Source: an optimization exercise on an open RTL-to-GDS flow (aim: small area, a short achievable clock period and few clock cycles). Production flows keep margins and buffers that such runs may drop.
No functional check of the RTL was part of this run.
Power is estimated from default activity; no workload was simulated.

==> flow/design.v <==
module jscore_wtq (
    input  wire [7:0] idx,
    output wire       neg,
    output wire [6:0] mag
);
    reg [6:0] q;
    wire [5:0] k = idx[6] ? (6'd0 - idx[5:0]) : idx[5:0];
    always @(*) begin
        case (k)
            6'd0: q = 7'd0;
            6'd1: q = 7'd3;
            6'd2: q = 7'd6;
            6'd3: q = 7'd9;
            6'd4: q = 7'd12;
            6'd5: q = 7'd16;
            6'd6: q = 7'd19;
            6'd7: q = 7'd22;
            6'd8: q = 7'd25;
            6'd9: q = 7'd28;
            6'd10: q = 7'd31;
            6'd11: q = 7'd34;
            6'd12: q = 7'd37;
            6'd13: q = 7'd40;
            6'd14: q = 7'd43;
            6'd15: q = 7'd46;
            6'd16: q = 7'd49;
            6'd17: q = 7'd51;
            6'd18: q = 7'd54;
            6'd19: q = 7'd57;
            6'd20: q = 7'd60;
            6'd21: q = 7'd63;
            6'd22: q = 7'd65;
            6'd23: q = 7'd68;
            6'd24: q = 7'd71;
            6'd25: q = 7'd73;
            6'd26: q = 7'd76;
            6'd27: q = 7'd78;
            6'd28: q = 7'd81;
            6'd29: q = 7'd83;
            6'd30: q = 7'd85;
            6'd31: q = 7'd88;
            6'd32: q = 7'd90;
            6'd33: q = 7'd92;
            6'd34: q = 7'd94;
            6'd35: q = 7'd96;
            6'd36: q = 7'd98;
            6'd37: q = 7'd100;
            6'd38: q = 7'd102;
            6'd39: q = 7'd104;
            6'd40: q = 7'd106;
            6'd41: q = 7'd107;
            6'd42: q = 7'd109;
            6'd43: q = 7'd111;
            6'd44: q = 7'd112;
            6'd45: q = 7'd113;
            6'd46: q = 7'd115;
            6'd47: q = 7'd116;
            6'd48: q = 7'd117;
            6'd49: q = 7'd118;
            6'd50: q = 7'd120;
            6'd51: q = 7'd121;
            6'd52: q = 7'd122;
            6'd53: q = 7'd122;
            6'd54: q = 7'd123;
            6'd55: q = 7'd124;
            6'd56: q = 7'd125;
            6'd57: q = 7'd125;
            6'd58: q = 7'd126;
            6'd59: q = 7'd126;
            6'd60: q = 7'd126;
            6'd61: q = 7'd127;
            6'd62: q = 7'd127;
            6'd63: q = 7'd127;
            default: q = 7'd0;
        endcase
    end
    assign mag = (idx[6] && idx[5:0] == 6'd0) ? 7'd127 : q;
    assign neg = idx[7];
endmodule
module jscore_wt (
    input  wire [7:0] idx,
    output wire [7:0] val
);
    wire       n;
    wire [6:0] m;
    jscore_wtq u_q (.idx(idx), .neg(n), .mag(m));
    assign val = n ? (8'd0 - {1'b0, m}) : {1'b0, m};
endmodule
module jscore_pt (
    input  wire [6:0]  idx,
    output reg  [22:0] val
);
    always @(*) begin
        case (idx)
            7'd0: val = 23'h000b2a;
            7'd1: val = 23'h000bd4;
            7'd2: val = 23'h000c88;
            7'd3: val = 23'h000d46;
            7'd4: val = 23'h000e10;
            7'd5: val = 23'h000ee7;
            7'd6: val = 23'h000fc9;
            7'd7: val = 23'h0010ba;
            7'd8: val = 23'h0011b8;
            7'd9: val = 23'h0012c6;
            7'd10: val = 23'h0013e4;
            7'd11: val = 23'h001513;
            7'd12: val = 23'h001653;
            7'd13: val = 23'h0017a7;
            7'd14: val = 23'h00190f;
            7'd15: val = 23'h001a8d;
            7'd16: val = 23'h001c21;
            7'd17: val = 23'h001dcd;
            7'd18: val = 23'h001f93;
            7'd19: val = 23'h002173;
            7'd20: val = 23'h002370;
            7'd21: val = 23'h00258c;
            7'd22: val = 23'h0027c8;
            7'd23: val = 23'h002a25;
            7'd24: val = 23'h002ca7;
            7'd25: val = 23'h002f4e;
            7'd26: val = 23'h00321e;
            7'd27: val = 23'h003519;
            7'd28: val = 23'h003842;
            7'd29: val = 23'h003b9a;
            7'd30: val = 23'h003f25;
            7'd31: val = 23'h0042e7;
            7'd32: val = 23'h0046e1;
            7'd33: val = 23'h004b18;
            7'd34: val = 23'h004f8f;
            7'd35: val = 23'h00544a;
            7'd36: val = 23'h00594d;
            7'd37: val = 23'h005e9d;
            7'd38: val = 23'h00643d;
            7'd39: val = 23'h006a33;
            7'd40: val = 23'h007083;
            7'd41: val = 23'h007734;
            7'd42: val = 23'h007e4b;
            7'd43: val = 23'h0085cd;
            7'd44: val = 23'h008dc2;
            7'd45: val = 23'h009630;
            7'd46: val = 23'h009f1e;
            7'd47: val = 23'h00a894;
            7'd48: val = 23'h00b29a;
            7'd49: val = 23'h00bd39;
            7'd50: val = 23'h00c87a;
            7'd51: val = 23'h00d465;
            7'd52: val = 23'h00e107;
            7'd53: val = 23'h00ee68;
            7'd54: val = 23'h00fc95;
            7'd55: val = 23'h010b9a;
            7'd56: val = 23'h011b84;
            7'd57: val = 23'h012c60;
            7'd58: val = 23'h013e3c;
            7'd59: val = 23'h015128;
            7'd60: val = 23'h016535;
            7'd61: val = 23'h017a72;
            7'd62: val = 23'h0190f3;
            7'd63: val = 23'h01a8cb;
            7'd64: val = 23'h01c20d;
            7'd65: val = 23'h01dcd0;
            7'd66: val = 23'h01f92a;
            7'd67: val = 23'h021734;
            7'd68: val = 23'h023708;
            7'd69: val = 23'h0258bf;
            7'd70: val = 23'h027c78;
            7'd71: val = 23'h02a251;
            7'd72: val = 23'h02ca6a;
            7'd73: val = 23'h02f4e5;
            7'd74: val = 23'h0321e7;
            7'd75: val = 23'h035196;
            7'd76: val = 23'h03841a;
            7'd77: val = 23'h03b9a0;
            7'd78: val = 23'h03f255;
            7'd79: val = 23'h042e69;
            7'd80: val = 23'h046e0f;
            7'd81: val = 23'h04b17e;
            7'd82: val = 23'h04f8f0;
            7'd83: val = 23'h0544a1;
            7'd84: val = 23'h0594d3;
            7'd85: val = 23'h05e9c9;
            7'd86: val = 23'h0643cd;
            7'd87: val = 23'h06a32b;
            7'd88: val = 23'h070835;
            7'd89: val = 23'h077340;
            7'd90: val = 23'h07e4aa;
            7'd91: val = 23'h085cd1;
            7'd92: val = 23'h08dc1e;
            7'd93: val = 23'h0962fd;
            7'd94: val = 23'h09f1e0;
            7'd95: val = 23'h0a8943;
            7'd96: val = 23'h0b29a6;
            7'd97: val = 23'h0bd393;
            7'd98: val = 23'h0c879a;
            7'd99: val = 23'h0d4656;
            7'd100: val = 23'h0e1069;
            7'd101: val = 23'h0ee681;
            7'd102: val = 23'h0fc953;
            7'd103: val = 23'h10b9a3;
            7'd104: val = 23'h11b83c;
            7'd105: val = 23'h12c5f9;
            7'd106: val = 23'h13e3c0;
            7'd107: val = 23'h151286;
            7'd108: val = 23'h16534c;
            7'd109: val = 23'h17a726;
            7'd110: val = 23'h190f34;
            7'd111: val = 23'h1a8cac;
            7'd112: val = 23'h1c20d3;
            7'd113: val = 23'h1dcd02;
            7'd114: val = 23'h1f92a7;
            7'd115: val = 23'h217345;
            7'd116: val = 23'h237078;
            7'd117: val = 23'h258bf2;
            7'd118: val = 23'h27c781;
            7'd119: val = 23'h2a250c;
            7'd120: val = 23'h2ca698;
            7'd121: val = 23'h2f4e4b;
            7'd122: val = 23'h321e69;
            7'd123: val = 23'h351958;
            7'd124: val = 23'h3841a6;
            7'd125: val = 23'h3b9a04;
            7'd126: val = 23'h3f254e;
            7'd127: val = 23'h42e68b;
            default: val = 23'h000000;
        endcase
    end
endmodule
module jscore_ptd (
    input  wire [6:0]  idx,
    output reg  [17:0] val
);
    always @(*) begin
        case (idx)
            7'd0: val = 18'h000aa;
            7'd1: val = 18'h000b4;
            7'd2: val = 18'h000be;
            7'd3: val = 18'h000ca;
            7'd4: val = 18'h000d7;
            7'd5: val = 18'h000e2;
            7'd6: val = 18'h000f1;
            7'd7: val = 18'h000fe;
            7'd8: val = 18'h0010e;
            7'd9: val = 18'h0011e;
            7'd10: val = 18'h0012f;
            7'd11: val = 18'h00140;
            7'd12: val = 18'h00154;
            7'd13: val = 18'h00168;
            7'd14: val = 18'h0017e;
            7'd15: val = 18'h00194;
            7'd16: val = 18'h001ac;
            7'd17: val = 18'h001c6;
            7'd18: val = 18'h001e0;
            7'd19: val = 18'h001fd;
            7'd20: val = 18'h0021c;
            7'd21: val = 18'h0023c;
            7'd22: val = 18'h0025d;
            7'd23: val = 18'h00282;
            7'd24: val = 18'h002a7;
            7'd25: val = 18'h002d0;
            7'd26: val = 18'h002fb;
            7'd27: val = 18'h00329;
            7'd28: val = 18'h00358;
            7'd29: val = 18'h0038b;
            7'd30: val = 18'h003c2;
            7'd31: val = 18'h003fa;
            7'd32: val = 18'h00437;
            7'd33: val = 18'h00477;
            7'd34: val = 18'h004bb;
            7'd35: val = 18'h00503;
            7'd36: val = 18'h00550;
            7'd37: val = 18'h005a0;
            7'd38: val = 18'h005f6;
            7'd39: val = 18'h00650;
            7'd40: val = 18'h006b1;
            7'd41: val = 18'h00717;
            7'd42: val = 18'h00782;
            7'd43: val = 18'h007f5;
            7'd44: val = 18'h0086e;
            7'd45: val = 18'h008ee;
            7'd46: val = 18'h00976;
            7'd47: val = 18'h00a06;
            7'd48: val = 18'h00a9f;
            7'd49: val = 18'h00b41;
            7'd50: val = 18'h00beb;
            7'd51: val = 18'h00ca2;
            7'd52: val = 18'h00d61;
            7'd53: val = 18'h00e2d;
            7'd54: val = 18'h00f05;
            7'd55: val = 18'h00fea;
            7'd56: val = 18'h010dc;
            7'd57: val = 18'h011dc;
            7'd58: val = 18'h012ec;
            7'd59: val = 18'h0140d;
            7'd60: val = 18'h0153d;
            7'd61: val = 18'h01681;
            7'd62: val = 18'h017d8;
            7'd63: val = 18'h01942;
            7'd64: val = 18'h01ac3;
            7'd65: val = 18'h01c5a;
            7'd66: val = 18'h01e0a;
            7'd67: val = 18'h01fd4;
            7'd68: val = 18'h021b7;
            7'd69: val = 18'h023b9;
            7'd70: val = 18'h025d9;
            7'd71: val = 18'h02819;
            7'd72: val = 18'h02a7b;
            7'd73: val = 18'h02d02;
            7'd74: val = 18'h02faf;
            7'd75: val = 18'h03284;
            7'd76: val = 18'h03586;
            7'd77: val = 18'h038b5;
            7'd78: val = 18'h03c14;
            7'd79: val = 18'h03fa6;
            7'd80: val = 18'h0436f;
            7'd81: val = 18'h04772;
            7'd82: val = 18'h04bb1;
            7'd83: val = 18'h05032;
            7'd84: val = 18'h054f6;
            7'd85: val = 18'h05a04;
            7'd86: val = 18'h05f5e;
            7'd87: val = 18'h0650a;
            7'd88: val = 18'h06b0b;
            7'd89: val = 18'h0716a;
            7'd90: val = 18'h07827;
            7'd91: val = 18'h07f4d;
            7'd92: val = 18'h086df;
            7'd93: val = 18'h08ee3;
            7'd94: val = 18'h09763;
            7'd95: val = 18'h0a063;
            7'd96: val = 18'h0a9ed;
            7'd97: val = 18'h0b407;
            7'd98: val = 18'h0bebc;
            7'd99: val = 18'h0ca13;
            7'd100: val = 18'h0d618;
            7'd101: val = 18'h0e2d2;
            7'd102: val = 18'h0f050;
            7'd103: val = 18'h0fe99;
            7'd104: val = 18'h10dbd;
            7'd105: val = 18'h11dc7;
            7'd106: val = 18'h12ec6;
            7'd107: val = 18'h140c6;
            7'd108: val = 18'h153da;
            7'd109: val = 18'h1680e;
            7'd110: val = 18'h17d78;
            7'd111: val = 18'h19427;
            7'd112: val = 18'h1ac2f;
            7'd113: val = 18'h1c5a5;
            7'd114: val = 18'h1e09e;
            7'd115: val = 18'h1fd33;
            7'd116: val = 18'h21b7a;
            7'd117: val = 18'h23b8f;
            7'd118: val = 18'h25d8b;
            7'd119: val = 18'h2818c;
            7'd120: val = 18'h2a7b3;
            7'd121: val = 18'h2d01e;
            7'd122: val = 18'h2faef;
            7'd123: val = 18'h3284e;
            7'd124: val = 18'h3585e;
            7'd125: val = 18'h38b4a;
            7'd126: val = 18'h3c13d;
            default: val = 18'h00000;
        endcase
    end
endmodule
module jscore_recip (
    input  wire [3:0]  idx,
    output reg  [31:0] val
);
    always @(*) begin
        case (idx)
            4'd0: val = 32'h00010000;
            4'd1: val = 32'h00008000;
            4'd2: val = 32'h00005555;
            4'd3: val = 32'h00004000;
            4'd4: val = 32'h00003333;
            4'd5: val = 32'h00002aaa;
            4'd6: val = 32'h00002492;
            4'd7: val = 32'h00002000;
            4'd8: val = 32'h00001c71;
            default: val = 32'h00000000;
        endcase
    end
endmodule
module jscore_add #(parameter N = 32) (
    input  wire [N-1:0] a,
    input  wire [N-1:0] b,
    input  wire         ci,
    output wire [N-1:0] s
);
    function integer dstart;
        input integer n;
        integer m;
        begin
            m = 1;
            while (m * 4 < n) m = m * 2;
            dstart = m;
        end
    endfunction
    localparam DM = dstart(N);
    function [N-1:0] bk;
        input [N-1:0] x;
        input [N-1:0] y;
        input         c;
        reg   [N-1:0] p, G, P;
        integer i, d;
        begin
            p = x ^ y;
            G = x & y;
            G[0] = G[0] | (p[0] & c);
            P = p;
            for (d = 1; d < N; d = d * 2)
                for (i = 2 * d - 1; i < N; i = i + 2 * d) begin
                    G[i] = G[i] | (P[i] & G[i-d]);
                    P[i] = P[i] & P[i-d];
                end
            for (d = DM; d >= 1; d = d / 2)
                for (i = 3 * d - 1; i < N; i = i + 2 * d) begin
                    G[i] = G[i] | (P[i] & G[i-d]);
                    P[i] = P[i] & P[i-d];
                end
            bk = p ^ {G[N-2:0], c};
        end
    endfunction
    assign s = bk(a, b, ci);
endmodule
module jscore_sra (
    input  wire [17:0] a,
    input  wire [3:0]  sh,
    output wire [17:0] y
);
    assign y = $signed(a) >>> sh;
endmodule
module jscore_addk #(parameter N = 48) (
    input  wire [N-1:0] a,
    input  wire [N-1:0] b,
    output wire [N-1:0] s
);
    function [N-1:0] ks;
        input [N-1:0] x;
        input [N-1:0] y;
        reg   [N-1:0] p, G, P;
        integer i, d;
        begin
            p = x ^ y;
            G = x & y;
            P = p;
            for (d = 1; d < N; d = d * 2)
                for (i = N - 1; i >= d; i = i - 1) begin
                    G[i] = G[i] | (P[i] & G[i-d]);
                    P[i] = P[i] & P[i-d];
                end
            ks = p ^ {G[N-2:0], 1'b0};
        end
    endfunction
    assign s = ks(a, b);
endmodule
module jscore_mac (
    input  wire [32:0] a,
    input  wire [8:0]  b_one,
    input  wire [8:0]  b_two,
    input  wire [7:0]  b_neg,
    input  wire        cen,
    input  wire [47:0] c,
    output wire [47:0] s
);
    wire [47:0] r [0:8];
    genvar i;
    generate
        for (i = 0; i < 8; i = i + 1) begin : g_pp
            wire [33:0] x  = ({34{b_one[i]}} & {a[32], a}) | ({34{b_two[i]}} & {a, 1'b0});
            wire [33:0] pp = x ^ {34{b_neg[i]}};
            if (i == 0) begin : g_r0
                assign r[i] = {12'd0, ~pp[33], pp[33], pp[33], pp[32:0]};
            end else begin : g_rn
                wire [47:0] w = {13'd0, 1'b1, ~pp[33], pp[32:0]};
                assign r[i] = (w << (2 * i)) | ({47'd0, b_neg[i-1]} << (2 * i - 2));
            end
        end
    endgenerate
    wire [33:0] x8 = ({34{b_one[8]}} & {a[32], a}) | ({34{b_two[8]}} & {a, 1'b0});
    assign r[8] = {x8[31:0], 16'd0} | (cen ? c : {33'd0, b_neg[7], 14'd0});
    wire [47:0] a0, a1, a2, a3, a4, a5, b0, b1, b2, b3, d0, d1, f0, f1;
    assign a0 = r[0] ^ r[1] ^ r[2];  assign a1 = ((r[0] & r[1]) | (r[0] & r[2]) | (r[1] & r[2])) << 1;
    assign a2 = r[3] ^ r[4] ^ r[5];  assign a3 = ((r[3] & r[4]) | (r[3] & r[5]) | (r[4] & r[5])) << 1;
    assign a4 = r[6] ^ r[7] ^ r[8];  assign a5 = ((r[6] & r[7]) | (r[6] & r[8]) | (r[7] & r[8])) << 1;
    assign b0 = a0 ^ a1 ^ a2;  assign b1 = ((a0 & a1) | (a0 & a2) | (a1 & a2)) << 1;
    assign b2 = a3 ^ a4 ^ a5;  assign b3 = ((a3 & a4) | (a3 & a5) | (a4 & a5)) << 1;
    assign d0 = b0 ^ b1 ^ b2;  assign d1 = ((b0 & b1) | (b0 & b2) | (b1 & b2)) << 1;
    assign f0 = d0 ^ d1 ^ b3;  assign f1 = ((d0 & d1) | (d0 & b3) | (d1 & b3)) << 1;
    jscore_addk #(48) u_cpa (.a(f0), .b(f1), .s(s));
endmodule
module jscore (
    input  wire        clk,
    input  wire        rst,
    input  wire        req,
    input  wire        we,
    input  wire [2:0]  addr,
    input  wire [31:0] wdata,
    output wire        ready,
    output reg         rvalid,
    output wire [31:0] rdata
);
    localparam [2:0] PH_IDLE    = 3'd0;
    localparam [2:0] PH_ATTACK  = 3'd1;
    localparam [2:0] PH_DECAY   = 3'd2;
    localparam [2:0] PH_SUSTAIN = 3'd3;
    localparam [2:0] PH_RELEASE = 3'd4;
    localparam S_IDLE = 0;     
    localparam S_EX   = 1;     
    localparam S_MA   = 2;     
    localparam S_MB   = 3;     
    localparam S_R1   = 4;     
    localparam S_R2   = 5;     
    localparam S_RF   = 6;     
    localparam S_TK   = 7;     
    localparam S_DN   = 8;     
    localparam S_MP   = 9;     
    localparam S_FN   = 10;    
    localparam S_N1   = 11;    
    localparam NS     = 12;
    localparam [NS-1:0] ONE = 1;
    reg [31:0] opa, opb, res;
    reg [2:0]  env_phase;
    reg [4:0]  eph;              
    reg        stale;
    reg        err;
    reg        dirty;            
    reg [31:0] freq;             
    reg [31:0] detune;
    reg [3:0]  unison;
    reg [3:0]  crush_d1;
    reg [3:0]  crush_d2;
    reg [32*8-1:0] inc_f;        
    reg [32*9-1:0] phase_f;      
    reg [8*9-1:0]  samp;         
    reg [16:0] env_level;        
    reg [16:0] env_gain;         
    reg [17:0] env_step;         
    reg [7:0]  env_atk;          
    reg [16:0] env_dec_tgt;      
    reg [31:0] cfg_attack, cfg_decay, cfg_release, cfg_esc;
    reg [16:0] cfg_sustain;      
    reg [3:0]  cfg_ishift;
    reg [32*8-1:0] sm_val_f;
    reg [16*8-1:0] sm_alpha_f;   
    reg        rst_r;            
    reg [NS-1:0] st;             
    reg [31:0] cmd;              
    reg        mc_r;             
    reg        tk_r;             
    reg [2:0]  sm_sel;           
    reg        f_opa, f_opb;     
    reg [1:0]  rk;               
    reg        iw;               
    reg        rs_a, rs_b, rs_r, rs_s;    
    reg        wlo;              
    reg        mnar;             
    reg        msgn;             
    reg [32:0] mA;
    reg [8:0]  mB_one, mB_two, mB_neg;
    reg [31:0] mC;
    reg [15:0] mClo;             
    reg        cen;              
    reg [15:0] av_s, av_c;       
    reg        pv;               
    reg [8:0]  act;              
    reg [8:0]  uh;               
    wire [7:0]  op    = cmd[7:0];
    wire [3:0]  idx   = cmd[11:8];
    wire [3:0]  rsv   = cmd[15:12];
    wire [15:0] imm   = cmd[31:16];
    wire [7:0]  regno = cmd[23:16];
    wire [4:0] status = {err, stale, env_phase};
    wire need_more = mc_r | (tk_r & ((stale & dirty) | !pv));
    assign ready = !rst_r & (st[S_IDLE] | (st[S_EX] & !need_more) |
                             st[S_MA] | st[S_TK] | st[S_DN] | st[S_FN]);
    wire acc     = req & ready;
    wire acc_cmd = acc & we & (addr == 3'd0);
    assign rdata = ({32{rs_a}} & opa) | ({32{rs_b}} & opb) | ({32{rs_r}} & res) |
                   {27'd0, {5{rs_s}} & status};
    wire [7:0] wop = wdata[7:0];
    wire w_mc = ((wop[7:4] == 4'h1) && !wop[2]) || (wop == 8'h20) || (wop == 8'h30) ||
                (wop == 8'h34) || (wop == 8'h61);
    wire w_tk = (wop == 8'h41);
    wire [22:0] pt_v0;
    wire [17:0] pt_d;
    wire [31:0] recip_cur;
    wire [6:0]  pt_i;
    jscore_pt    u_pt    (.idx(pt_i), .val(pt_v0));
    jscore_ptd   u_ptd   (.idx(pt_i), .val(pt_d));
    jscore_recip u_recip (.idx(unison), .val(recip_cur));
    wire is_nop      = (op == 8'h00);
    wire is_mul      = (op[7:4] == 4'h1) && !op[2];
    wire is_smooth   = (op == 8'h20);
    wire is_setnote  = (op == 8'h30);
    wire is_setdet   = (op == 8'h31);
    wire is_setuni   = (op == 8'h32);
    wire is_setbc    = (op == 8'h33);
    wire is_noteon   = (op == 8'h34);
    wire is_noteoff  = (op == 8'h35);
    wire is_envupd   = (op == 8'h40);
    wire is_tick     = (op == 8'h41);
    wire is_rdreg    = (op == 8'h50);
    wire is_wrreg    = (op == 8'h51);
    wire is_crush    = (op == 8'h60);
    wire is_mixclip  = (op == 8'h61);
    wire op_known = is_nop | is_mul | is_smooth | is_setnote | is_setdet | is_setuni |
                    is_setbc | is_noteon | is_noteoff | is_envupd | is_tick |
                    is_rdreg | is_wrreg | is_crush | is_mixclip;
    reg  [31:0] sm_prev;         
    reg  [15:0] sm_alph;
    reg        rd_ok;
    reg [31:0] rd_val;
    integer k;
    always @(*) begin
        rd_ok  = 1'b1;
        rd_val = 32'd0;
        case (regno)
            8'h00: rd_val = {27'd0, status};
            8'h01: rd_val = freq;
            8'h02: rd_val = detune;
            8'h03: rd_val = {28'd0, unison};
            8'h04: rd_val = {20'd0, crush_d2, 4'd0, crush_d1};
            8'h08: rd_val = {15'd0, env_level};
            8'h09: rd_val = {15'd0, env_gain};
            8'h0A: rd_val = {{14{env_step[17]}}, env_step};
            8'h0B: rd_val = {15'd0, env_atk, 9'd0};
            8'h0C: rd_val = {15'd0, env_dec_tgt};
            8'h10: rd_val = cfg_attack;
            8'h11: rd_val = cfg_decay;
            8'h12: rd_val = {15'd0, cfg_sustain};
            8'h13: rd_val = cfg_release;
            8'h14: rd_val = cfg_esc;
            8'h15: rd_val = {28'd0, cfg_ishift};
            8'h20, 8'h21, 8'h22, 8'h23, 8'h24, 8'h25, 8'h26, 8'h27,
            8'h30, 8'h31, 8'h32, 8'h33, 8'h34, 8'h35, 8'h36, 8'h37,
            8'h41, 8'h42, 8'h43, 8'h44, 8'h45, 8'h46, 8'h47, 8'h48,
            8'h50, 8'h51, 8'h52, 8'h53, 8'h54, 8'h55, 8'h56, 8'h57, 8'h58: begin
                if (regno[7:4] == 4'h2) rd_val = sm_prev;
                if (regno[7:4] == 4'h3) rd_val = {16'd0, sm_alph};
                for (k = 0; k < 8; k = k + 1)
                    if (regno[3:0] == k + 1 && regno[7:4] == 4'h4) rd_val = inc_f[32*k +: 32];
                for (k = 0; k < 9; k = k + 1)
                    if (regno[3:0] == k && regno[7:4] == 4'h5) rd_val = phase_f[32*k +: 32];
            end
            default: rd_ok = 1'b0;
        endcase
    end
    wire wr_ok = (regno == 8'h00) || (regno >= 8'h10 && regno <= 8'h15) ||
                 (regno >= 8'h20 && regno <= 8'h27) ||
                 (regno >= 8'h30 && regno <= 8'h37);
    wire illegal = (rsv != 4'd0) || !op_known ||
                   ((is_rdreg || is_wrreg) && imm[15:8] != 8'd0) ||
                   (is_smooth && idx[3]) ||
                   (is_rdreg && !rd_ok) ||
                   (is_wrreg && !wr_ok);
    wire [47:0] m_s;
    jscore_mac u_mac (.a(mA), .b_one(mB_one), .b_two(mB_two), .b_neg(mB_neg[7:0]), .cen(cen),
                      .c({mC, mClo}), .s(m_s));
    wire [31:0] m_hi = m_s[47:16];
    wire [31:0] m_lo = m_s[31:0];
    wire [31:0] m_w  = wlo ? m_lo : m_hi;
    function [4:0] phase_oh;
        input [2:0] ph;
        begin
            phase_oh = (ph <= 3'd4) ? (5'd1 << ph) : 5'd0;
        end
    endfunction
    function [26:0] booth;
        input [17:0] b;
        reg   [18:0] bx;
        reg   [2:0]  t;
        integer n;
        begin
            bx = {b, 1'b0};
            for (n = 0; n < 9; n = n + 1) begin
                t = bx[2*n +: 3];
                booth[n]      = t[1] ^ t[0];
                booth[9 + n]  = (t == 3'b011) || (t == 3'b100);
                booth[18 + n] = t[2] && (t != 3'b111);
            end
        end
    endfunction
    reg [17:0] nB;       
    reg        nB_ld;
    wire        mul_fast   = op[3];
    wire [1:0]  mul_fmt    = op[1:0];
    wire        mul_signed = mul_fmt[1];
    wire        mul_wide   = (mul_fmt == 2'b01) || (mul_fmt == 2'b10);
    wire [32:0] mw_a  = {mul_signed & opa[31], opa};
    wire [32:0] mw_b  = {mul_signed & opb[31], opb};
    wire [16:0] mn_a  = {mul_signed & opa[15], opa[15:0]};
    wire [16:0] mn_b  = {mul_signed & opb[15], opb[15:0]};
    wire [24:0] mwf_a = mw_a[32:8];          
    wire [24:0] mwf_b = mw_b[32:8];
    wire [12:0] mnf_a = mn_a[16:4];          
    wire [12:0] mnf_b = mn_b[16:4];
    wire [15:0] mul_blo = mul_fast ? mwf_b[15:0] : mw_b[15:0];
    wire [17:0] mul_b1  = mul_wide ? (mul_fast ? ({{9{mwf_b[24]}}, mwf_b[24:16]} + {17'd0, mwf_b[15]})
                                               : ({mw_b[32], mw_b[32:16]} + {17'd0, mw_b[15]}))
                                   : (mul_fast ? {{5{mnf_b[12]}}, mnf_b} : {mn_b[16], mn_b});
    wire [32:0] mul_a   = mul_wide ? (mul_fast ? {{8{mwf_a[24]}}, mwf_a} : mw_a)
                                   : (mul_fast ? {{4{mnf_a[12]}}, mnf_a, 16'd0} : {{8{mn_a[16]}}, mn_a, 8'd0});
    wire        mul_nb  = mul_b1[17];
    wire [17:0] mul_b1n = 18'd0 - mul_b1;
    wire [32:0] mul_an  = 33'd0 - mul_a;
    wire [31:0] mul_res = mnar ? {{16{msgn & m_hi[15]}}, m_hi[15:0]} : m_w;
    always @(*) begin
        sm_prev = 32'd0;
        sm_alph = 16'd0;
        for (k = 0; k < 8; k = k + 1)
            if (sm_sel == k) begin
                sm_prev = sm_val_f[32*k +: 32];
                sm_alph = sm_alpha_f[16*k +: 16];
            end
    end
    wire [31:0] sm_c0 = sm_alph[15] ? sm_prev : opa;
    wire [31:0] sm_c1 = sm_c0 + 32'd1;
    wire [32:0] sm_d;
    jscore_add #(33) u_smd (.a({1'b0, sm_prev}), .b({1'b1, ~opa}), .ci(1'b1), .s(sm_d));
    wire [6:0]         sn_note = (imm > 16'd127) ? 7'd127 : imm[6:0];
    wire signed [17:0] sn_sum  = $signed({3'b000, sn_note, 8'h00}) + $signed({{2{opa[15]}}, opa[15:0]});
    wire [14:0]        sn_p    = sn_sum[17] ? 15'd0 :
                                 (sn_sum > 18'sd32512) ? 15'h7F00 : sn_sum[14:0];
    assign pt_i = mC[14:8] & {7{st[S_N1]}};
    wire [6:0]  no_v   = (imm > 16'd127) ? 7'd127 : imm[6:0];
    wire        no_max = (no_v == 7'd127);
    wire [17:0] no_vg  = no_max ? 18'h10000 : {2'b00, no_v, 9'd0};
    wire [3:0]  su_n   = (imm > 16'd8) ? 4'd8 : imm[3:0];
    wire [7:0]  bc_v   = (imm > 16'd255) ? 8'd255 : imm[7:0];
    wire [7:0]  bc_lo  = (bc_v > 8'd128) ? 8'd128 : bc_v;
    wire [7:0]  bc_hi  = (bc_v > 8'd128) ? (bc_v - 8'd128) : 8'd0;
    wire [8:0]  rh = recip_cur[16:8];
    wire [15:0] mc_res = ($signed(mC) > 32'sd32767)  ? 16'h7FFF :
                         ($signed(mC) < -32'sd32768) ? 16'h8000 : mC[15:0];
    wire ph_i = eph[0];
    wire ph_a = eph[1];
    wire ph_d = eph[2];
    wire ph_s = eph[3];
    wire ph_r = eph[4];
    wire ph_dr = ph_d | ph_r;
    wire big_a = |cfg_attack[31:17];
    wire big_d = |cfg_decay[31:17];
    wire big_r = |cfg_release[31:17];
    wire [16:0] env_atk_tgt = {env_atk, 9'd0};
    wire [19:0] eu_x  = ph_a ? {3'd0, cfg_attack[16:0]} :
                        ph_d ? {3'h7, ~cfg_decay[16:0]} :
                        ph_r ? {3'h7, ~cfg_release[16:0]} : 20'd0;
    wire [19:0] eu_y  = ph_a ? {3'h7, ~env_atk_tgt} : ph_d ? {3'h7, ~env_dec_tgt} : 20'hFFFFF;
    wire [19:0] eu_l  = {3'd0, env_level};
    wire [19:0] eu_ng = {3'h7, ~env_gain};
    wire [19:0] eu_cand, eu_cmp, eu_cg, eu_c1, eu_c2, eu_g1, eu_g2;
    jscore_add #(20) u_euc (.a(eu_l), .b(eu_x), .ci(ph_dr), .s(eu_cand));
    assign eu_c1 = eu_l ^ eu_x ^ eu_y;  assign eu_c2 = ((eu_l & eu_x) | (eu_l & eu_y) | (eu_x & eu_y)) << 1;
    jscore_add #(20) u_eum (.a(eu_c1), .b(eu_c2), .ci(1'b1), .s(eu_cmp));
    assign eu_g1 = eu_l ^ eu_x ^ eu_ng;  assign eu_g2 = ((eu_l & eu_x) | (eu_l & eu_ng) | (eu_x & eu_ng)) << 1;
    jscore_add #(20) u_eug (.a(eu_g1), .b({eu_g2[19:1], ph_dr}), .ci(1'b1), .s(eu_cg));
    wire        eu_cond = ph_a ? (big_a | !eu_cmp[19]) :
                          ph_d ? (big_d | eu_cmp[19]) :
                          ph_r ? (big_r | eu_cmp[19]) : 1'b0;
    wire [16:0] eu_fix  = ph_a ? env_atk_tgt : (ph_d | ph_s) ? env_dec_tgt :
                          (ph_r | ph_i) ? 17'd0 : env_level;
    wire        eu_take = eu_cond | !(ph_a | ph_dr);
    wire [16:0] eu_level = eu_take ? eu_fix : eu_cand[16:0];
    wire [17:0] eu_fg;
    jscore_add #(18) u_euf (.a({1'b0, eu_fix}), .b({1'b1, ~env_gain}), .ci(1'b1), .s(eu_fg));
    wire [17:0] eu_fgs, eu_cgs;
    jscore_sra u_sfg (.a(eu_fg), .sh(cfg_ishift), .y(eu_fgs));
    jscore_sra u_scg (.a(eu_cg[17:0]), .sh(cfg_ishift), .y(eu_cgs));
    wire [17:0] eu_step  = eu_take ? eu_fgs : eu_cgs;
    wire [2:0]  eu_phase = !eu_cond ? env_phase :
                           ph_a ? PH_DECAY : ph_d ? PH_SUSTAIN : PH_IDLE;
    wire [15:0] cm1 = 16'hFFFF << crush_d1;
    wire [15:0] cm2 = 16'hFFFF << crush_d2;
    wire [15:0] cr_in  = opa[15:0];
    wire [16:0] cr_s   = {cr_in[15] & cm1[15], cr_in & cm1} + {cr_in[15] & cm2[15], cr_in & cm2};
    wire [15:0] cr_res = cr_s[16:1];
    wire [15:0] avg;
    jscore_add #(16) u_avg (.a(av_s), .b(av_c), .ci(1'b0), .s(avg));
    wire [7:0]  mx_ch = avg[15:8];
    wire [10:0] mx_gx = {2'b00, env_gain[16:8]} << 1;
    wire [17:0] mx_r [0:4];
    wire [4:0]  mx_neg;
    genvar gm;
    generate
        for (gm = 0; gm < 5; gm = gm + 1) begin : g_mx
            wire [2:0]  t   = mx_gx[2*gm +: 3];
            wire        one = t[1] ^ t[0];
            wire        two = (t == 3'b011) || (t == 3'b100);
            assign mx_neg[gm] = t[2] && (t != 3'b111);
            wire [8:0]  x   = ({9{one}} & {mx_ch[7], mx_ch}) | ({9{two}} & {mx_ch, 1'b0});
            wire [8:0]  pp  = x ^ {9{mx_neg[gm]}};
            wire [17:0] se  = {{9{pp[8]}}, pp};
            if (gm == 0) begin : g_r0
                assign mx_r[gm] = se;
            end else begin : g_rn
                assign mx_r[gm] = (se << (2 * gm)) | ({17'd0, mx_neg[gm-1]} << (2 * gm - 2));
            end
        end
    endgenerate
    wire [17:0] mx_a0, mx_a1, mx_b0, mx_b1, mx_c0, mx_c1;
    assign mx_a0 = mx_r[0] ^ mx_r[1] ^ mx_r[2];  assign mx_a1 = ((mx_r[0] & mx_r[1]) | (mx_r[0] & mx_r[2]) | (mx_r[1] & mx_r[2])) << 1;
    assign mx_b0 = mx_r[3] ^ mx_r[4] ^ mx_a0;  assign mx_b1 = ((mx_r[3] & mx_r[4]) | (mx_r[3] & mx_a0) | (mx_r[4] & mx_a0)) << 1;
    assign mx_c0 = mx_b0 ^ mx_b1 ^ mx_a1;  assign mx_c1 = ((mx_b0 & mx_b1) | (mx_b0 & mx_a1) | (mx_b1 & mx_a1)) << 1;
    wire [17:0] mx_y;
    jscore_add #(18) u_mxy (.a(mx_c0), .b(mx_c1), .ci(1'b0), .s(mx_y));
    wire signed [18:0] en_sum = $signed({2'b00, env_gain}) + $signed({env_step[17], env_step});
    wire signed [18:0] en_lvl = $signed({2'b00, env_level});
    reg  [16:0] en_gain;
    always @(*) begin
        en_gain = env_gain;
        if (!env_step[17] && env_step != 18'd0)
            en_gain = (en_sum < en_lvl) ? en_sum[16:0] : env_level;
        else if (env_step[17])
            en_gain = (en_sum > en_lvl) ? en_sum[16:0] : env_level;
    end
    wire [32*9-1:0] nph;
    wire [8*9-1:0]  nsamp;
    genvar gj;
    generate
        for (gj = 0; gj <= 8; gj = gj + 1) begin : g_osc
            wire [31:0] incj;
            if (gj == 0) begin : g0
                assign incj = freq;
            end else begin : gn
                assign incj = inc_f[32*(gj-1) +: 32];
            end
            jscore_add #(32) u_add (.a(phase_f[32*gj +: 32]), .b(incj), .ci(1'b0), .s(nph[32*gj +: 32]));
            jscore_wt u_wt (.idx(nph[32*gj+16 +: 8]), .val(nsamp[8*gj +: 8]));
        end
    endgenerate
    wire [11:0] pt [0:8];
    generate
        for (gj = 0; gj <= 8; gj = gj + 1) begin : g_ps
            assign pt[gj] = {{4{samp[8*gj+7] & act[gj]}}, samp[8*gj +: 8] & {8{act[gj]}}};
        end
    endgenerate
    wire [11:0] q0, q1, q2, q3, q4, q5, r0, r1, r2, r3, t0, t1;
    assign q0 = pt[0] ^ pt[1] ^ pt[2];  assign q1 = ((pt[0] & pt[1]) | (pt[0] & pt[2]) | (pt[1] & pt[2])) << 1;
    assign q2 = pt[3] ^ pt[4] ^ pt[5];  assign q3 = ((pt[3] & pt[4]) | (pt[3] & pt[5]) | (pt[4] & pt[5])) << 1;
    assign q4 = pt[6] ^ pt[7] ^ pt[8];  assign q5 = ((pt[6] & pt[7]) | (pt[6] & pt[8]) | (pt[7] & pt[8])) << 1;
    assign r0 = q0 ^ q1 ^ q2;  assign r1 = ((q0 & q1) | (q0 & q2) | (q1 & q2)) << 1;
    assign r2 = q3 ^ q4 ^ q5;  assign r3 = ((q3 & q4) | (q3 & q5) | (q4 & q5)) << 1;
    assign t0 = r0 ^ r1 ^ r2;  assign t1 = ((r0 & r1) | (r0 & r2) | (r1 & r2)) << 1;
    wire [11:0] v0, v1;
    assign v0 = t0 ^ t1 ^ r3;  assign v1 = ((t0 & t1) | (t0 & r3) | (t1 & r3)) << 1;
    wire [11:0] ps_sum;
    jscore_add #(12) u_ps (.a(v0), .b(v1), .ci(1'b0), .s(ps_sum));
    wire [15:0] ps16   = {{4{ps_sum[11]}}, ps_sum};
    wire [15:0] sa1 = ({16{uh[0]}} & (ps16 << 8)) | ({16{uh[1]}} & (ps16 << 7)) |
                      ({16{uh[2] | uh[3]}} & (ps16 << 6)) |
                      ({16{uh[4] | uh[5] | uh[6] | uh[7]}} & (ps16 << 5)) | ({16{uh[8]}} & (ps16 << 4));
    wire [15:0] sa2 = ({16{uh[2] | uh[4]}} & (ps16 << 4)) | ({16{uh[5] | uh[8]}} & (ps16 << 3)) |
                      ({16{uh[6]}} & (ps16 << 2));
    wire [15:0] sa3 = ({16{uh[2] | uh[8]}} & (ps16 << 2)) | ({16{uh[4] | uh[5]}} & (ps16 << 1));
    wire [15:0] sa4 = {16{uh[2] | uh[4]}} & ps16;
    wire [15:0] w0, w1, x0, x1;
    assign w0 = sa1 ^ sa2 ^ sa3;  assign w1 = ((sa1 & sa2) | (sa1 & sa3) | (sa2 & sa3)) << 1;
    assign x0 = w0 ^ w1 ^ sa4;  assign x1 = ((w0 & w1) | (w0 & sa4) | (w1 & sa4)) << 1;
    wire [31:0] rc_y = (rk == 2'd0) ? detune : cfg_esc;
    wire det_1p = (detune[31:25] == 7'd0);
    wire esc_1p = (cfg_esc[31:25] == 7'd0);
    wire [8:0] det_hi = {1'b0, detune[31:24]} + {8'd0, detune[23]};
    wire [8:0] esc_hi = {1'b0, cfg_esc[31:24]} + {8'd0, cfg_esc[23]};
    wire nb_neg7 = nB_enc[18 + 7];
    wire [31:0] inc_p, inc_m;
    jscore_add #(32) u_incp (.a(freq), .b(mC),  .ci(1'b0), .s(inc_p));
    jscore_add #(32) u_incm (.a(freq), .b(~mC), .ci(1'b1), .s(inc_m));
    wire tick_now = (st[S_EX] && !illegal && is_tick && !(stale && dirty) && pv) ||
                    st[S_TK];
    wire uni_chg  = st[S_EX] && !illegal && is_setuni && (su_n != unison);
    wire [26:0] nB_enc = booth(nB);
    always @(*) begin
        nB    = 18'd0;
        nB_ld = 1'b1;
        if (st[S_EX]) begin
                if (is_mul)
                    nB = mul_nb ? mul_b1n : mul_b1;
                else if (is_smooth)
                    nB = {{2{sm_alph[15]}}, sm_alph};
                else if (is_noteon)
                    nB = no_vg;
                else if (is_tick)
                    nB = det_1p ? {1'b0, detune[24:8]} : {9'd0, det_hi};
                else if (is_mixclip)
                    nB = {9'd0, rh};
                else
                    nB_ld = 1'b0;
        end else if (st[S_MB])
            nB = {{2{mul_blo[15]}}, mul_blo};
        else if (st[S_N1])
            nB = {10'd0, mC[7:0]};
        else if (st[S_R1])
            nB = {{2{rc_y[23]}}, rc_y[23:8]};
        else if (st[S_R2])
            nB = esc_1p ? {1'b0, cfg_esc[24:8]} : {9'd0, esc_hi};
        else
            nB_ld = 1'b0;
    end
    integer i;
    always @(posedge clk) begin
        rst_r <= rst;
        if (rst_r) begin
            st          <= ONE << S_IDLE;
            cmd         <= 32'd0;
            mc_r        <= 1'b0;
            tk_r        <= 1'b0;
            sm_sel      <= 3'd0;
            f_opa       <= 1'b0;
            f_opb       <= 1'b0;
            rk          <= 2'd0;
            iw          <= 1'b0;
            rs_a        <= 1'b0;
            rs_b        <= 1'b0;
            rs_r        <= 1'b0;
            rs_s        <= 1'b0;
            rvalid      <= 1'b0;
            wlo         <= 1'b0;
            mnar        <= 1'b0;
            msgn        <= 1'b0;
            mA          <= 33'd0;
            mB_one      <= 9'd0;
            mB_two      <= 9'd0;
            mB_neg      <= 9'd0;
            mC          <= 32'd0;
            mClo        <= 16'd0;
            cen         <= 1'b0;
            av_s        <= 16'd0;
            av_c        <= 16'd0;
            pv          <= 1'b1;
            act         <= 9'h001;
            uh          <= 9'h001;
            opa         <= 32'd0;
            opb         <= 32'd0;
            res         <= 32'd0;
            env_phase   <= PH_IDLE;
            eph         <= 5'd1;
            stale       <= 1'b1;
            err         <= 1'b0;
            dirty       <= 1'b0;
            freq        <= 32'd0;
            detune      <= 32'd0;
            unison      <= 4'd0;
            crush_d1    <= 4'd0;
            crush_d2    <= 4'd0;
            env_level   <= 17'd0;
            env_gain    <= 17'd0;
            env_step    <= 18'd0;
            env_atk     <= 8'd0;
            env_dec_tgt <= 17'd0;
            cfg_attack  <= 32'd0;
            cfg_decay   <= 32'd0;
            cfg_sustain <= 17'd0;
            cfg_release <= 32'd0;
            cfg_esc     <= 32'h0001_0CCD;
            cfg_ishift  <= 4'd0;
            inc_f       <= 256'd0;
            phase_f     <= 288'd0;
            samp        <= 72'd0;
            sm_val_f    <= 256'd0;
            sm_alpha_f  <= 128'd0;
        end else begin
            av_s  <= x0;
            av_c  <= x1;
            pv    <= !(tick_now || uni_chg);
            rvalid <= acc & !we;
            rs_a   <= acc & !we & (addr == 3'd1);
            rs_b   <= acc & !we & (addr == 3'd2);
            rs_r   <= acc & !we & (addr == 3'd3);
            rs_s   <= acc & !we & (addr == 3'd4);
            f_opa  <= acc & we & (addr == 3'd1);
            f_opb  <= acc & we & (addr == 3'd2);
            if (f_opa) opa <= cmd;
            if (f_opb) opb <= cmd;
            if (nB_ld) begin
                mB_one <= nB_enc[8:0];
                mB_two <= nB_enc[17:9];
                mB_neg <= nB_enc[26:18];
            end
            st <= ONE << S_IDLE;
            if (st[S_EX]) begin
                    if (illegal) begin
                        err <= 1'b1;
                        if (mc_r) st <= ONE << S_DN;
                    end else if (is_mul) begin
                        cen  <= 1'b0;
                        mnar <= !mul_wide;
                        msgn <= mul_signed;
                        mA   <= mul_nb ? mul_an : mul_a;
                        if (mul_wide) begin
                            wlo <= mul_fast;
                            st  <= ONE << S_MB;
                        end else begin
                            wlo <= 1'b0;
                            st  <= ONE << S_MA;
                        end
                    end else if (is_smooth) begin
                        mnar <= 1'b0;
                        mA   <= sm_d;
                        mC   <= (sm_d[32] & nb_neg7) ? sm_c1 : sm_c0;
                        mClo <= sm_d[32] ? (nb_neg7 ? 16'h3FFF : 16'hFFFF) : (nb_neg7 ? 16'h4000 : 16'h0000);
                        cen  <= 1'b1;
                        wlo <= 1'b0;
                        st  <= ONE << S_MA;
                    end else if (is_setnote) begin
                        mC  <= {17'd0, sn_p};
                        st  <= ONE << S_N1;
                    end else if (is_setdet) begin
                        if (opa != detune) begin
                            detune <= opa;
                            stale  <= 1'b1;
                            dirty  <= 1'b1;
                        end
                    end else if (is_setuni) begin
                        if (su_n != unison) begin
                            unison <= su_n;
                            stale  <= 1'b1;
                        end
                        for (i = 0; i <= 8; i = i + 1) begin
                            act[i] <= (i <= su_n);
                            uh[i]  <= (i == su_n);
                        end
                    end else if (is_setbc) begin
                        crush_d1 <= bc_lo[7:4];
                        crush_d2 <= bc_hi[7:4];
                    end else if (is_noteon) begin
                        mA  <= {16'd0, cfg_sustain};
                        cen <= 1'b0;
                        wlo <= 1'b0;
                        env_atk   <= no_vg[16:9];
                        env_phase <= PH_ATTACK;
                        eph       <= 5'd2;
                        st  <= ONE << S_MA;
                    end else if (is_noteoff) begin
                        if (env_phase != PH_IDLE) begin
                            env_phase <= PH_RELEASE;
                            eph       <= 5'd16;
                        end
                    end else if (is_envupd) begin
                        env_phase <= eu_phase;
                        eph       <= phase_oh(eu_phase);
                        env_level <= eu_level;
                        env_step  <= eu_step;
                    end else if (is_tick) begin
                        if (stale && dirty) begin
                            mA  <= {9'd0, freq[31:8]};
                            cen <= 1'b0;
                            rk  <= 2'd0;
                            iw  <= 1'b0;
                            st  <= ONE << (det_1p ? S_R2 : S_R1);
                        end else begin
                            stale <= 1'b0;
                            if (!pv) st <= ONE << S_TK;
                        end
                    end else if (is_rdreg) begin
                        res <= rd_val;
                    end else if (is_wrreg) begin
                        case (regno)
                            8'h00: if (opa[4]) err <= 1'b0;
                            8'h10: cfg_attack  <= opa;
                            8'h11: cfg_decay   <= opa;
                            8'h12: cfg_sustain <= (opa > 32'h0001_0000) ? 17'h10000 : opa[16:0];
                            8'h13: cfg_release <= opa;
                            8'h14: begin
                                cfg_esc <= opa;
                                stale   <= 1'b1;
                                dirty   <= 1'b1;
                            end
                            8'h15: cfg_ishift <= opa[3:0];
                            default: ;
                        endcase
                        for (i = 0; i < 8; i = i + 1) begin
                            if (regno == 8'h20 + i)
                                sm_val_f[32*i +: 32] <= opa;
                            if (regno == 8'h30 + i)
                                sm_alpha_f[16*i +: 16] <= (opa > 32'h0000_FFFF) ? 16'hFFFF : opa[15:0];
                        end
                    end else if (is_crush) begin
                        res <= {{16{cr_res[15]}}, cr_res};
                    end else if (is_mixclip) begin
                        mA  <= {{9{opa[31]}}, opa[31:8]};
                        cen <= 1'b0;
                        wlo <= 1'b1;
                        st  <= ONE << S_MP;
                    end
                end
            if (st[S_MB]) begin
                    mA   <= mul_a;
                    mC   <= m_lo;
                    mClo <= {1'b0, nb_neg7, 14'd0};
                    cen  <= 1'b1;
                    st  <= ONE << S_MA;
                end
            if (st[S_MA]) begin
                    if (is_mul | is_smooth)
                        res <= mul_res;
                    if (is_smooth) begin
                        for (i = 0; i < 8; i = i + 1)
                            if (idx[2:0] == i)
                                sm_val_f[32*i +: 32] <= m_hi;
                    end else if (is_noteon)
                        env_dec_tgt <= m_hi[16:0];
                end
            if (st[S_N1]) begin
                    mA   <= {7'd0, pt_d, 8'd0};
                    mC   <= {9'd0, pt_v0};
                    mClo <= 16'd0;
                    cen  <= 1'b1;
                    wlo <= 1'b0;
                    st  <= ONE << S_MP;
                end
            if (st[S_MP]) begin
                    mC <= m_w;
                    st <= ONE << S_FN;
                end
            if (st[S_FN]) begin
                    if (is_setnote) begin
                        if (mC != freq) begin
                            freq  <= mC;
                            stale <= 1'b1;
                            dirty <= 1'b1;
                        end
                    end else
                        res <= {{16{mc_res[15]}}, mc_res};
                end
            if (st[S_R1]) begin
                    for (i = 1; i < 4; i = i + 1)
                        if (iw && rk == i) begin
                            inc_f[32*(2*i-2) +: 32] <= inc_p;
                            inc_f[32*(2*i-1) +: 32] <= inc_m;
                        end
                    iw   <= 1'b0;
                    mC   <= m_lo;
                    mClo <= {1'b0, nb_neg7, 14'd0};
                    cen  <= 1'b1;
                    st  <= ONE << S_R2;
                end
            if (st[S_R2]) begin
                    for (i = 1; i < 4; i = i + 1)
                        if (iw && rk == i) begin
                            inc_f[32*(2*i-2) +: 32] <= inc_p;
                            inc_f[32*(2*i-1) +: 32] <= inc_m;
                        end
                    mC  <= m_lo;
                    iw  <= 1'b1;
                    cen <= 1'b0;
                    mA  <= {9'd0, m_lo[31:8]};
                    rk  <= rk + 2'd1;
                    st  <= ONE << ((rk == 2'd3) ? S_RF : esc_1p ? S_R2 : S_R1);
                end
            if (st[S_RF]) begin
                    inc_f[32*6 +: 32] <= inc_p;
                    inc_f[32*7 +: 32] <= inc_m;
                    stale  <= 1'b0;
                    dirty  <= 1'b0;
                    iw     <= 1'b0;
                    st     <= ONE << S_TK;
                end
            if (tick_now) begin
                for (i = 0; i <= 8; i = i + 1) begin
                    if (i <= unison) begin
                        phase_f[32*i +: 32] <= nph[32*i +: 32];
                        samp[8*i +: 8]      <= nsamp[8*i +: 8];
                    end
                end
                res      <= {{14{mx_y[17]}}, mx_y};
                env_gain <= en_gain;
            end
            if (ready) begin
                cmd    <= wdata;
                sm_sel <= (wop == 8'h50) ? wdata[18:16] : wdata[10:8];
                mc_r <= w_mc;
                tk_r <= w_tk;
            end
            if (acc_cmd)
                st <= ONE << S_EX;
        end
    end
endmodule
==> flow/flow/run.sh <==
#!/bin/bash
# Layout with the standard ORFS flow; repair_timing aims for extra setup slack.
set -euo pipefail
bash standard.sh SETUP_SLACK_MARGIN=14 finish > flow_make.log 2>&1
==> flow/standard.sh <==
#!/bin/bash
# synth_recipe.tcl (not shown) runs the flow's synth.tcl, then flattens the netlist and writes it again
# the make line also repeats each setting of config.mk as NAME=value (left out here)
make -C /OpenROAD-flow-scripts/flow DESIGN_CONFIG=/design/flow/config.mk WORK_HOME=/design/flow/orfs CLKGATE_MAP_FILE= SYNTH_SCRIPT=/design/flow/synth_recipe.tcl "${@:-finish}"
==> flow/config.mk <==
export PLATFORM = sky130hd
export DESIGN_NAME = jscore
export DESIGN_NICKNAME = jscore
export VERILOG_FILES = /design/flow/design.v
export SDC_FILE = /design/flow/constraint.sdc
export NUM_CORES = 8
export LEC_CHECK = 0
export CAP_MARGIN = 40
export CORE_MARGIN = 2
export CORE_UTILIZATION = 40
export SLEW_MARGIN = 30
export SYNTH_HIERARCHICAL = 1
==> flow/constraint.sdc <==
create_clock -name core_clock -period 20.0 [get_ports {clk}]
set_input_delay 4.0000 -clock core_clock [delete_from_list [all_inputs] [get_ports {clk}]]
set_output_delay 4.0000 -clock core_clock [all_outputs]
set_load 0.01 [all_outputs]
==> impl_metrics.env <==
export IMPL_outcome="finished clean"
export IMPL_cts_sinks=1615
export IMPL_first_global_vias=141000
export IMPL_skew_ns=0.0987
export IMPL_cts_root_buf="clkbuf_16"
export IMPL_tightestPinTransition_ns=1.09
export IMPL_clk_pin_slew_worst_paths_ns=0.06
export IMPL_ys_warn_count=19
export IMPL_hpwl_mm=577
export IMPL_cp_required_ns=16.00
export IMPL_grt_antenna_before_repair=112
export IMPL_dr_pass1_iters=14
export IMPL_syn_inst=18600
export IMPL_p_switching_uw=2390
export IMPL_powerDensity_nw_per_um2=47.7
export IMPL_place_port_buffers=72
export IMPL_period_needed_ns=6.72
export IMPL_cellLeakagePower_uw=0.0655
export IMPL_multiInputGateArea_um2=107000
export IMPL_intPower_uw=5710
export IMPL_setup_violations=0
export IMPL_final_antenna_net_count=0
export IMPL_clockPowerShare=0.477
export IMPL_synth_area_um2=144000
export IMPL_seqPwrFrac=0.400
export IMPL_cp_max_fo=8
export IMPL_drt_wl_total_mm=812
export IMPL_worst_skew_pair_late_latency_ns=0.99
export IMPL_crit_arrival_ns=2.71
export IMPL_area_growth_pct=18.1
export IMPL_layout_drive_gt1_share=0.164
export IMPL_slew_headroom=0.274
export IMPL_final_seq_area_um2=32600
export IMPL_grtUsageTotal=0.423
export IMPL_period_share=0.336
export IMPL_cp_start_kind="flip-flop"
export IMPL_ios=73
export IMPL_rsz0062_at_grt="true"
export IMPL_syn_area_per_cell_um2=7.75
export IMPL_grt_pass1_wl_mm=1110
export IMPL_slew_viol_final=0
export IMPL_wire_per_inst_um=34.4
export IMPL_final_cell_mix="2,858 x nand2_1, 1,706 x a21oi_1, 1,498 x dfxtp_1"
export IMPL_cts_hold_buffers=0
export IMPL_criticalPathCategory="reg -> out"
export IMPL_fp_row_count=220
export IMPL_fp_dieArea_um2=364000
export IMPL_drt_iter0_drc=24400
export IMPL_end_kind="output port"
export IMPL_core_area_um2=358000
export IMPL_finalPower_uw=8100
export IMPL_vdd_drop_max_mv=0.0842
export IMPL_final_fill_count=35300
export IMPL_hold_viol_final=0
export IMPL_dieHeight_um=604
export IMPL_gr_total_overflow=0
export IMPL_fmax_mhz=149
export IMPL_vias=156000
export IMPL_comb_power_share=0.123
export IMPL_cts_tree="built"
export IMPL_start_util=0.401
export IMPL_fp_dieW_um=604
export IMPL_vias_per_cell=6.61
export IMPL_place_gp_congestion=1.14
export IMPL_p_sw_frac=0.295
export IMPL_drc=0
export IMPL_hp_class="reg -> reg"
export IMPL_cts_inserted_buffers=200
export IMPL_grt_start_max_net_pins=184
export IMPL_layout_commonest_cell="nand2_1"
export IMPL_final_nets=20000
export IMPL_htreeDepth=4
export IMPL_cap_viol_max_count=0
export IMPL_fin_tns_setup_ns=0
export IMPL_clock_tree_buffer_depth=4
## area by class of cell
| class | instances | share of cell area |
|---|---|---|
| multi-input cells | 14400 | 0.630 |
| diodes | 78 | 0.00115 |
| clock buffers | 291 | 0.0346 |
| clock inverters | 68 | 0.00454 |
| repair buffers | 1342 | 0.0777 |
| inverters | 1098 | 0.0244 |
| flip-flops and latches | 1615 | 0.192 |
| well taps | 4773 | 0.0352 |
## timing repair
item / in CTS / in global routing
buffers inserted: 213 / 284
pin swaps: 262 / 449
endpoints found under the setup margin: 507 / 356
resized for setup: 867 / 760
gates cloned: 21 / 25
## sequential cells by signal, indices dropped and copies added, names as in the netlist, 16 cells and up
| signal | flops |
|---|---|
| env_step | 18 |
| env_gain | 17 |
| env_level | 17 |
| opb | 32 |
| cfg_decay | 32 |
| samp | 72 |
| res | 32 |
| cfg_esc | 32 |
| sm_val_f | 256 |
| inc_f | 256 |
| mC | 32 |
| detune | 32 |
| env_dec_tgt | 17 |
| cfg_sustain | 17 |
| sm_alpha_f | 128 |
| freq | 32 |
| cfg_release | 32 |
| av_s | 16 |
| phase_f | 288 |
| opa | 32 |
| cmd | 32 |
| cfg_attack | 32 |
| mA | 33 |
## power groups by stage
stage / combinational (uW) / clock [uW] / sequential (uW)
after global routing: 992 / 3990 / 3240
after CTS: 843 / 3860 / 3240
after floorplan: 417 / 0 / 3300
after global placement: 784 / 0 / 3320
after detailed placement: 788 / 0 / 3320
final: 1000 / 3870 / 3240
## metrics by stage
stage / worst slack (ns) / util / area [um^2] / instances / hold slack, ns
finish: 13.29 / 0.474 / 170000 / 23600 / 0.452
global placement: 12.28 / 0.418 / 150000 / 22500 / 0.437
global route: 13.19 / 0.473 / 170000 / 23600 / 0.469
CTS: 13.34 / 0.455 / 163000 / 23200 / 0.449
floorplan: 13.98 / - / 144000 / 18600 / 0.427
detailed placement: 12.17 / 0.421 / 151000 / 22600 / 0.441
## metal layers
metal | track usage | vias to the layer above | wire, um
met1 | 0.510 | 75400 | 295000
li1 | - | 65800 | -
met2 | 0.586 | 11600 | 320000
met4 | 0.361 | 60 | 85000
met5 | 0.0135 | - | 1160
met3 | 0.165 | 3309 | 111000
## worst max-delay path, cell delays in order (launching register included)
cell and delay [ns]:
dfxtp_4 0.36, buf_12 0.15, buf_16 0.15, buf_12 0.13, a22oi_2 0.58, nand2_2 0.21
buf_6 0.17
## final timing paths
| path | cells after the start | endpoint | start | slack, ns |
|---|---|---|---|---|
| max | 6 | rdata[1] | rs_a$_SDFF_PP0_ | 13.29 |
| min | 2 | uh[3]$_SDFFE_PP0P_ | uh[3]$_SDFFE_PP0P_ | 0.45 |
| max reg2reg | 26 | res[13]$_SDFF_PP0_ | av_c[3]$_SDFF_PP0_ | 13.40 |
| min reg2reg | 2 | uh[3]$_SDFFE_PP0P_ | uh[3]$_SDFFE_PP0P_ | 0.45 |

==> port drivers added, routing unchanged <==
The results above use ideal ports. As a check the final layout listed here was re-extracted and re-timed, cells and wires unchanged. Step 1 sets driving cells, clkbuf_16 on the clock port and buf_2 on the other inputs (assumed; they add their load-dependent delay and slew). Step 2, shift: input delay + t, output delay - t, t = (earliest + latest rising clock arrival at the registers) / 2. This alone moves slack from input paths to output paths. a / b / c = ideal ports / drivers / drivers and shift; a / b = the first two.
shift t [ns]: 1.052
slack for setup (ns): 13.285 / 13.173 / 13.402
worst setup path after step 2: register to register
clock arrival spread, ns: 0.102 / 0.102
After both steps setup and hold are still met in this run. The setup slack of this run moves by -0.112 ns with the drivers and by +0.117 ns with both steps.
